This is an optimization exercise on Yosys and OpenROAD, whose aim is small area, a short achievable clock period and few clock cycles, not a production implementation. The RTL was checked by simulation tests, not by an equivalence proof against the original design.

## flow/design.v (module list and top-level ports; edited modules follow where they fit)
// module lz4crc: 758 lines
module lz4crc (
    input  wire        clk,
    input  wire        rst,             
    input  wire        cmd_valid,
    output wire        cmd_ready,
    input  wire [7:0]  cmd_op,
    input  wire [31:0] cmd_src,
    input  wire [31:0] cmd_len,
    input  wire [31:0] cmd_dst,
    input  wire [31:0] cmd_cap,
    output reg         done,
    output reg  [7:0]  status,
    output reg  [31:0] result,
    output wire        mem_req,
    output wire        mem_we,
    output wire [29:0] mem_addr,
    output wire [3:0]  mem_wstrb,
    output wire [31:0] mem_wdata,
    input  wire        mem_gnt,
    input  wire        mem_rvalid,
    input  wire [31:0] mem_rdata
);
  // ...
==> flow/run.sh <==
#!/bin/bash
# synth_recipe.tcl (not shown) runs the flow's synth.tcl, then flattens the netlist and writes it again
# the make line also repeats each setting of config.mk as NAME=value (left out here)
make -C /OpenROAD-flow-scripts/flow DESIGN_CONFIG=/design/flow/config.mk WORK_HOME=/design/flow/orfs CLKGATE_MAP_FILE= SYNTH_SCRIPT=/design/flow/synth_recipe.tcl finish
==> flow/config.mk <==
export PLATFORM = sky130hd
export DESIGN_NAME = lz4crc
export DESIGN_NICKNAME = lz4crc
export VERILOG_FILES = /design/flow/design.v
export SDC_FILE = /design/flow/constraint.sdc
export NUM_CORES = 4
export LEC_CHECK = 0
export CAP_MARGIN = 20
export CORE_MARGIN = 2
export CORE_UTILIZATION = 40
export SLEW_MARGIN = 20
==> flow/constraint.sdc <==
create_clock -name core_clock -period 8.0 [get_ports {clk}]
set_input_delay 1.6000 -clock core_clock [delete_from_list [all_inputs] [get_ports {clk}]]
set_output_delay 1.6000 -clock core_clock [all_outputs]
set_load 0.01 [all_outputs]
==> impl_metrics.py, run 1 <==
metrics = {
    "run_status": {
        "status": "no timing/DRC/antenna violations",
    },
    "floorplan": {
        "dieArea_mm2": 0.106,
        "core_region_area_mm2": 0.103,
        "start_util": 0.402,
    },
    "global_routing": {
        "met3_usage": 0.0571,
        "grt_max_degree": 96,
        "grt_pass1_wl_um": 252000,
    },
    "setup_path": {
        "crit_chain": "inv_1, ha_1, inv_1, ha_1, o21bai_1, a21oi_1, nor2_1, inv_1, ha_1, nor2_1, a21o_1, inv_1, fa_1, nor2b_1, o21ai_0, o2111a_1, a311oi_1, nand4_1, nor4b_1, nand4_1, nor4_1, nand4_1, or3_1, o41ai_2",
        "critPathKind": "reg -> reg",
        "cpMaxStageDelayCell": "edfxtp_1",
        "cp_num_buf_inv": 4,
        "crit_cells": 24,
        "startpoint": "wp[0]",
        "r2r_slack_ns": 0.98,
        "reg2reg_from": "wp[0]",
        "required_ns": 8.50,
        "timing.rr.end": "az",
    },
    "cells_and_area": {
        "multiInputGateArea_mm2": 0.0278,
        "layout_common_cells": "423 x nand2_1, 389 x o21ai_0, 379 x a21oi_1, 371 x xnor2_1, 360 x edfxtp_1",
        "fillers": 10100,
        "dominant_cells": "multi-input combinational cells",
        "multi_input_cells": 3880,
        "bufAreaShareNonClock": 0.0717,
        "clkbuf_count": 70,
        "final_common_cell": "nand2_1",
        "final-clk-cell-share": 0.0376,
        "fin_area_mm2": 0.0476,
    },
    "routing": {
        "routed_wl_um": 173000,
        "drcViolationCount": 0,
        "drtPass1Iterations": 6,
        "met2WireLength_um": 75500,
        "highest_layer": "met5",
    },
    "synthesis": {
        "syn-num-nets": 5246,
        "synthTopCellsByArea": "edfxtp_1 26%, ha_1 9.0%, xnor2_1 7.8%",
        "synthXorXnorAreaFrac": 0.135,
        "synth.most_common_cell": "nand2_1",
    },
    "clocking": {
        "cts-root-buf": "clkbuf_16",
    },
    "sta": {
        "whs_ns": 0.458,
        "setup_viol": 0,
    },
    "place": {
        "port_buffers": 282,
        "globalplace.congestion": 1.01,
    },
    "worst_hold_path": {
        "min_delay_worst_endpoint": "status[2]",
    },
}
Testbench counts, summed over its fixed seeds: cycles 82,207.
==> run 2, diff against run 1 <==
--- a/flow/config.mk
+++ b/flow/config.mk
@@ -9,3 +9,4 @@
 export CORE_MARGIN = 2
 export CORE_UTILIZATION = 40
+export SETUP_SLACK_MARGIN = 1.5
 export SLEW_MARGIN = 20
==> run 2 against run 1 <==
Against the previous run: clock skew shrank 0.0076 ns; non-clock buffer count grew 7; core utilization grew 0.18 points; maximum frequency grew 11%; via count shrank 0.20%; setup slack gained 0.68 ns; critical endpoint unchanged.
==> impl_metrics.py, run 2 <==
metrics = {
    "run_status": {
        "status": "no timing/DRC/antenna violations",
    },
    "floorplan": {
        "core_region_area_mm2": 0.103,
        "die_h_um": 326,
        "rows": 118,
        "start_util": 0.402,
        "dieArea_mm2": 0.106,
        "pin_count": 283,
        "die_x_um": 326,
    },
    "global_routing": {
        "grt_overflow_total": 0,
        "antenna_found_initial": 4,
        "grtUsageTotal": 0.320,
        "grt_pass1_vias": 36900,
        "grt_pass1_wl_um": 254000,
        "grt_max_degree": 88,
    },
    "routing": {
        "first_iter_violations": 4469,
        "via_count": 39200,
        "via_per_inst": 6.14,
        "drtAntennaViolNets": 0,
        "wire_per_inst_um": 27.7,
        "drcViolationCount": 0,
        "routed_wl_um": 176000,
        "drtPass1Iterations": 6,
    },
    "setup_path": {
        "path_delay_family": "compound AO/OA/AOI/OAI gates",
        "critical_path.most_common_cell": "ha_1",
        "cp_slowest_stage_delay_ns": 0.91,
        "start_kind": "flip-flop",
        "required_ns": 8.49,
        "crit_chain": "ha_1, o21bai_1, a21oi_1, nor2_2, inv_1, ha_1, nor2_1, a21o_1, ha_1, a211o_1, a21o_1, o311a_1, nor4b_2, nor2_1, o31ai_4, mux2_2, nor4_4, nand4_1, or3_1, o41ai_2",
        "arrival_ns": 6.84,
        "cpMaxStageDelayCell": "edfxtp_1",
        "crit_fanout": 14,
        "critPathKind": "reg -> reg",
        "critPathCaptureType": "flip-flop",
        "cp_num_buf_inv": 1,
    },
    "synthesis": {
        "synth_area_mm2": 0.0415,
        "synthFlopType": "edfxtp_1",
        "ys_seq_elements": 414,
        "ys_seq_area_frac": 0.286,
        "synthTopCellsByCount": "425 x nand2_1, 389 x o21ai_0, 381 x a21oi_1",
        "synth.most_common_cell": "nand2_1",
        "avgSynthCellArea_um2": 8.71,
        "synth-edff-count": 360,
        "synthTopCellsByArea": "edfxtp_1 26%, ha_1 9.0%, xnor2_1 7.8%",
        "yosysWarnings": 1,
        "synth_cell_type_count": 116,
        "yosysTopAreaCell": "edfxtp_1",
        "syn-num-nets": 5246,
        "synth_top_cell_area_share": 0.260,
        "netlist_instances": 4764,
        "async_flop_share": 0,
    },
    "cells_and_area": {
        "layout_common_cells": "423 x nand2_1, 387 x o21ai_0, 378 x a21oi_1, 371 x xnor2_1, 360 x edfxtp_1",
        "fin_area_mm2": 0.0478,
        "regMostFlops": "acc",
        "largest_reg_flops": 33,
        "drive_above_1_share": 0.0854,
        "final_nets": 5436,
        "final_cells": 6381,
        "syn2layout_area_growth_pct": 15.1,
        "final_common_cell": "nand2_1",
    },
    "clocking": {
        "cts_htree_levels": 2,
        "clockBufferDepth": 3,
        "cts_buffers": 53,
        "insertion_delay_ns": 0.68,
        "path_clk_slew_ns": 0.06,
        "holdBufCountCts": 0,
        "cts-root-buf": "clkbuf_16",
        "cts_sinks": 414,
        "cts_tree": "done",
    },
    "place": {
        "port_buffers": 282,
        "pre_cts_slack_ns": 1.00,
        "globalplace.congestion": 0.992,
        "dpl_cell_area_mm2": 0.0458,
        "place_hpwl_um": 136000,
        "placedCellCount": 6271,
    },
    "sta": {
        "slew_violations": 0,
        "fin_crit_sh": 0.793,
        "tns_ns": 0,
        "rsz0062_at_grt": "no",
        "relSlewSlack": 0.256,
        "worst_pin_slew_ns": 1.11,
        "fin_crit_ns": 6.35,
        "whs_ns": 0.461,
        "fmax_mhz": 158,
        "finalHoldViolations": 0,
        "finClkSkew_ns": 0.0345,
        "setup_viol": 0,
        "setup_slack_ns": 1.65,
    },
    "worst_hold_path": {
        "holdCritPathClass": "reg -> reg",
    },
    "job": {
        "drv_cap": 0,
    },
}
run 2: cell count changes in the layout (fill, tap and decap cells not counted), sizes merged:
cell	previous run	this run
buf	74	81
inv	244	239
bufinv	3	6
clkinv	22	25
clkbuf	70	68
and2	30	31
run 2: final timing paths:
check            start  cells after the start         to  slack (ns)
max             acc[1]                     20         az        1.65
min          status[7]                      1  status[7]        0.46
max reg2reg     acc[1]                     20         az        1.65
min reg2reg  status[7]                      1  status[7]        0.46
run 2: cell type report:
| cell class | count | area [um2] |
|---|---|---|
| Clock buffer | 68 | 1460 |
| Fill cell | 10100 | 55400 |
| Antenna cell | 2 | 5.00 |
| Timing Repair Buffer | 363 | 3450 |
| Multi-Input combinational cell | 3881 | 28000 |
| Tap cell | 1380 | 1730 |
| Inverter | 241 | 908 |
| Sequential cell | 414 | 11900 |
| Clock inverter | 32 | 349 |
run 2: per-stage QoR:
step,utilization
2_1_floorplan,-
3_3_place_gp,0.443
3_5_place_dp,0.443
4_1_cts,0.461
5_1_grt,0.463
6_report,0.463
run 2: logic make-up (layout without fill, tap and decap cells):
kind of cell               after synthesis  count (layout)  synth area share
adders and majority gates              311             311            0.0953
xor gates and xnor gates               582             582             0.135
AOI/OAI and AO/OA                     1356            1356             0.205
and+or+nand+nor                       1425            1426             0.168
other                                    0               2                 0
buffers and inverters                  470             704            0.0463
DFF                                    414             414             0.286
muxes                                  206             206            0.0629
run 2: what timing repair did:
action | CTS | global route
cloned | 0 | 1
buffers inserted | 1 | 5
endpoints found under the setup margin | 39 | 48
pin swaps | 0 | 2
hold endpoints to repair | 0 | 0
gates resized for setup | 6 | 24
run 2: per-layer routing:
layer | track usage | up-vias | part of all wire
li1 | - | 18000 | -
met1 | 0.432 | 18800 | 0.42
met2 | 0.489 | 2004 | 0.43
met3 | 0.0531 | 400 | 0.089
met4 | 0.173 | 4 | 0.063
met5 | 0 | - | 0.00016

[static timing again, ports no longer ideal]
How much do the figures lean on ideal ports? The routed layouts below were timed once more, with nothing changed but the port constraints.
Step 1: set_driving_cell puts a clkbuf_16 on clk and a buf_2 on each other input, an assumption about the parent block.
Step 2 times the ports against the registers' clock, not the clock port: input delays grow and output delays shrink by t, the midpoint of the rising clock arrivals with the driver on.
a / b / c = ideal / step 1 / step 2; a / b = the first two.
run	t, ns	slack for setup (ns)	worst hold slack (ns)	slew at the worst register clock pin (ns)
run 1	0.736	0.978 / 0.926 / 0.978	0.458 / 0.458 / 0.458	0.07 / 0.07
run 2	0.733	1.654 / 1.654 / 1.654	0.461 / 0.461 / 0.461	0.07 / 0.07
After both steps every run listed still meets setup and hold.
